This design comes from an exercise in tuning for small area, a short achievable clock period and few clock cycles per item on the open sky130 flow, not from production work.
The RTL was checked by simulation tests, not by an equivalence proof against the original design.
Power is estimated from default activity; no workload was simulated.

==> nickel <==
// ppc_encode
module ppc_encode (
    input  wire         clk,
    input  wire         rst,         
    input  wire         wr_en,
    input  wire [7:0]   wr_addr,
    input  wire [31:0]  wr_data,
    output wire         busy,
    output wire [11:0]  status,
    output wire [6:0]   rxlen,
    output wire [511:0] raw
);
    localparam [3:0] R_NONE = 4'd0, R_OK = 4'd1, R_INCOMPLETE = 4'd3,
                     R_RANGE = 4'd4, R_AMBIG = 4'd5, R_UNKNOWN = 4'd6,
                     R_BADDESC = 4'd7, R_BADCMD = 4'd8;
    integer i, k;
    function [1:0] cmp32(input [31:0] a, input [31:0] b);
        reg [31:0] l, g;
        integer m, w;
        begin
            l = ~a & b;
            g = a & ~b;
            for (w = 1; w < 32; w = w * 2)
                for (m = 0; m < 32; m = m + 2 * w) begin
                    l[m] = l[m + w] | (~g[m + w] & l[m]);
                    g[m] = g[m + w] | (~l[m + w] & g[m]);
                end
            cmp32 = {l[0], g[0]};
        end
    endfunction
    reg        lock;
    reg [6:0]  rxlen_r;
    reg [3:0]  present;
    reg        c_sa, c_sb;
    reg [31:0] fv     [0:3];
    reg [6:0]  d_rawlen;
    reg [5:0]  d_bitlen;
    reg        d_order;       
    reg        d_strict;      
    reg        d_nomatch;     
    reg [15:0] d_hdr, d_ftr, d_low, d_high;
    reg        d_st_en;
    reg        d_st_w2;
    reg [5:0]  d_st_pos;
    reg [15:0] d_sa   [0:1];
    reg [15:0] d_sb   [0:1];
    reg        f_en   [0:3];
    reg        f_kind [0:3];   
    reg        f_req  [0:3];
    reg [5:0]  f_start[0:3];
    reg [5:0]  f_end  [0:3];
    reg [31:0] f_min  [0:3];
    reg [31:0] f_max  [0:3];
    reg        e_valid[0:7];
    reg [1:0]  e_field[0:7];
    reg [31:0] e_value[0:7];
    reg [31:0] e_pat  [0:7];
    reg [3:0]  mm_ok;         
    reg        ent_ok;        
    reg [3:0]  res_code;
    reg [3:0]  res_field;
    reg        res_wenum;
    reg        res_ovalid;
    reg [31:0] sel_f, sel_s0, sel_s1, sel_h, sel_l;
    reg [15:0] st0_r, st1_r;
    reg [31:0] pa_v;          
    reg [7:0]  pa_hit;        
    reg        pa_kind;       
    reg        pa_rev;
    reg [4:0]  pa_sh;
    reg [4:0]  pa_end;
    reg [4:0]  pa_wm1;
    reg [1:0]  pa_f;          
    reg        pa_go;         
    reg [31:0] p_mask [0:3];  
    reg [3:0]  p_fail;        
    reg [3:0]  p_valid;       
    reg [1:0]  eng;
  ...
Settings: LEC_CHECK=0, CAP_MARGIN=20, CORE_MARGIN=2, CORE_UTILIZATION=50, PLACE_DENSITY=0.6, SLEW_MARGIN=20, BUFFER_PORTS_ARGS=-buffer_cell sky130_fd_sc_hd__buf_2, PLACE_PINS_ARGS=-min_distance 2, SETUP_SLACK_MARGIN=5.5, FASTROUTE_TCL=/design/flow/flow/fastroute.tcl, DONT_USE_CELLS=sky130_fd_sc_hd__a222oi_1; clock period 10.0 ns.
standard.sh (not shown) runs the stock make flow with config.mk's settings and CLKGATE_MAP_FILE= SYNTH_SCRIPT=/design/flow/synth_recipe.tcl, a recipe that flattens the netlist after the stock synthesis.
==> flow/flow/run.sh <==
#!/bin/bash
set -e
cat >> config.mk <<EOC
export BUFFER_PORTS_ARGS = -buffer_cell sky130_fd_sc_hd__buf_2
export PLACE_PINS_ARGS = -min_distance 2
export SETUP_SLACK_MARGIN = 5.5
export FASTROUTE_TCL = $(pwd)/flow/fastroute.tcl
export DONT_USE_CELLS = sky130_fd_sc_hd__a222oi_1
EOC
bash standard.sh > standard.log 2>&1
==> flow/flow/fastroute.tcl <==
# Global routing layers: as the platform's, but met1 (the cell pin and power
# rail layer) keeps only 30% of its capacity for global routes, so the
# detailed router does not have to clear crowded met1 around cell pins.
set_global_routing_layer_adjustment met1 0.7
set_global_routing_layer_adjustment met2-met5 0.2
set_routing_layers -clock met3-met5
set_routing_layers -signal met1-met5
==> onyx (differences from nickel) <==
==> flow/flow/run.sh (replaced) <==
#!/bin/bash
set -e
cat >> config.mk <<EOC
export BUFFER_PORTS_ARGS = -buffer_cell sky130_fd_sc_hd__buf_2
export PLACE_PINS_ARGS = -min_distance 2
export SETUP_SLACK_MARGIN = 5.25
export FASTROUTE_TCL = $(pwd)/flow/fastroute.tcl
export DONT_USE_CELLS = sky130_fd_sc_hd__a222oi_1
EOC
bash standard.sh > standard.log 2>&1
- SETUP_SLACK_MARGIN: 5.5 -> 5.25
==> sierra (differences from nickel) <==
--- a/flow/flow/run.sh
+++ b/flow/flow/run.sh
@@ -7,4 +7,5 @@
 export FASTROUTE_TCL = $(pwd)/flow/fastroute.tcl
 export DONT_USE_CELLS = sky130_fd_sc_hd__a222oi_1
+export CTS_CLUSTER_SIZE = 25
 EOC
 bash standard.sh > standard.log 2>&1
- CTS_CLUSTER_SIZE: not set -> 25
==> quartz (differences from nickel) <==
--- a/flow/flow/run.sh
+++ b/flow/flow/run.sh
@@ -7,4 +7,5 @@
 export FASTROUTE_TCL = $(pwd)/flow/fastroute.tcl
 export DONT_USE_CELLS = sky130_fd_sc_hd__a222oi_1
+export CTS_CLUSTER_SIZE = 25
 EOC
 bash standard.sh > standard.log 2>&1
- CORE_UTILIZATION: 50 -> 40
- CTS_CLUSTER_SIZE: not set -> 25
==> comparison <==
- onyx ran to the end with no violations. quartz completed with no timing, DRC or antenna violations. sierra finished clean. nickel finished with timing, DRC and antenna clean.
- Hold slack: sierra is worse than quartz (6.3 ps).
- Between nickel and quartz, the lower utilization is in quartz (gap 11 points).
- Sequential power is about the same in onyx and nickel.
- In sequential cell count, onyx and quartz do not differ.
- Against sierra, the final area of quartz is higher by 1.8%.
- Power is the same in nickel and sierra.
- Global-route usage: nickel is higher than quartz (11 points).
- Of quartz and onyx, onyx has the higher sequential share of layout area (gap 1.9 points).
- In onyx the maximum frequency is lower than in quartz, by 2.6%.
- In clock-buffer cell count, nickel and onyx do not differ.
Testbench counts of nickel, summed over its fixed seeds: cycles 3,774, encodes 384.
Testbench counts of onyx, summed over its fixed seeds: cycles 3,774, encodes 384.
Testbench counts of sierra, summed over its fixed seeds: cycles 3,774, encodes 384.
Testbench counts of quartz, summed over its fixed seeds: cycles 3,774, encodes 384.

-- separate check: timing with driven ports --
Ports are ideal in the flow. The routed layouts listed here were re-timed in OpenROAD. Step 1 (the two cells are an assumption about what drives the block):
set clk [get_ports {clk}]
set_driving_cell -lib_cell sky130_fd_sc_hd__clkbuf_16 $clk
set_driving_cell -lib_cell sky130_fd_sc_hd__buf_2 [delete_from_list [all_inputs] $clk]
Step 2 also shifts input and output timing later by t, the mid clock arrival at the registers, as if the neighbouring blocks saw the same clock. Slacks: ideal ports / drivers / drivers and shift; pairs: ideal ports / drivers.
| run | t, ns | setup WS [ns] | latest minus earliest clock arrival (ns) |
|---|---|---|---|
| nickel | 0.885 | 5.408 / 5.329 / 4.566 | 0.055 / 0.055 |
| onyx | 0.888 | 5.198 / 5.118 / 4.400 | 0.055 / 0.056 |
| sierra | 0.885 | 5.408 / 5.329 / 4.566 | 0.055 / 0.055 |
| quartz | 0.891 | 5.324 / 5.249 / 4.645 | 0.056 / 0.056 |
After both steps setup and hold are still met in every run listed.
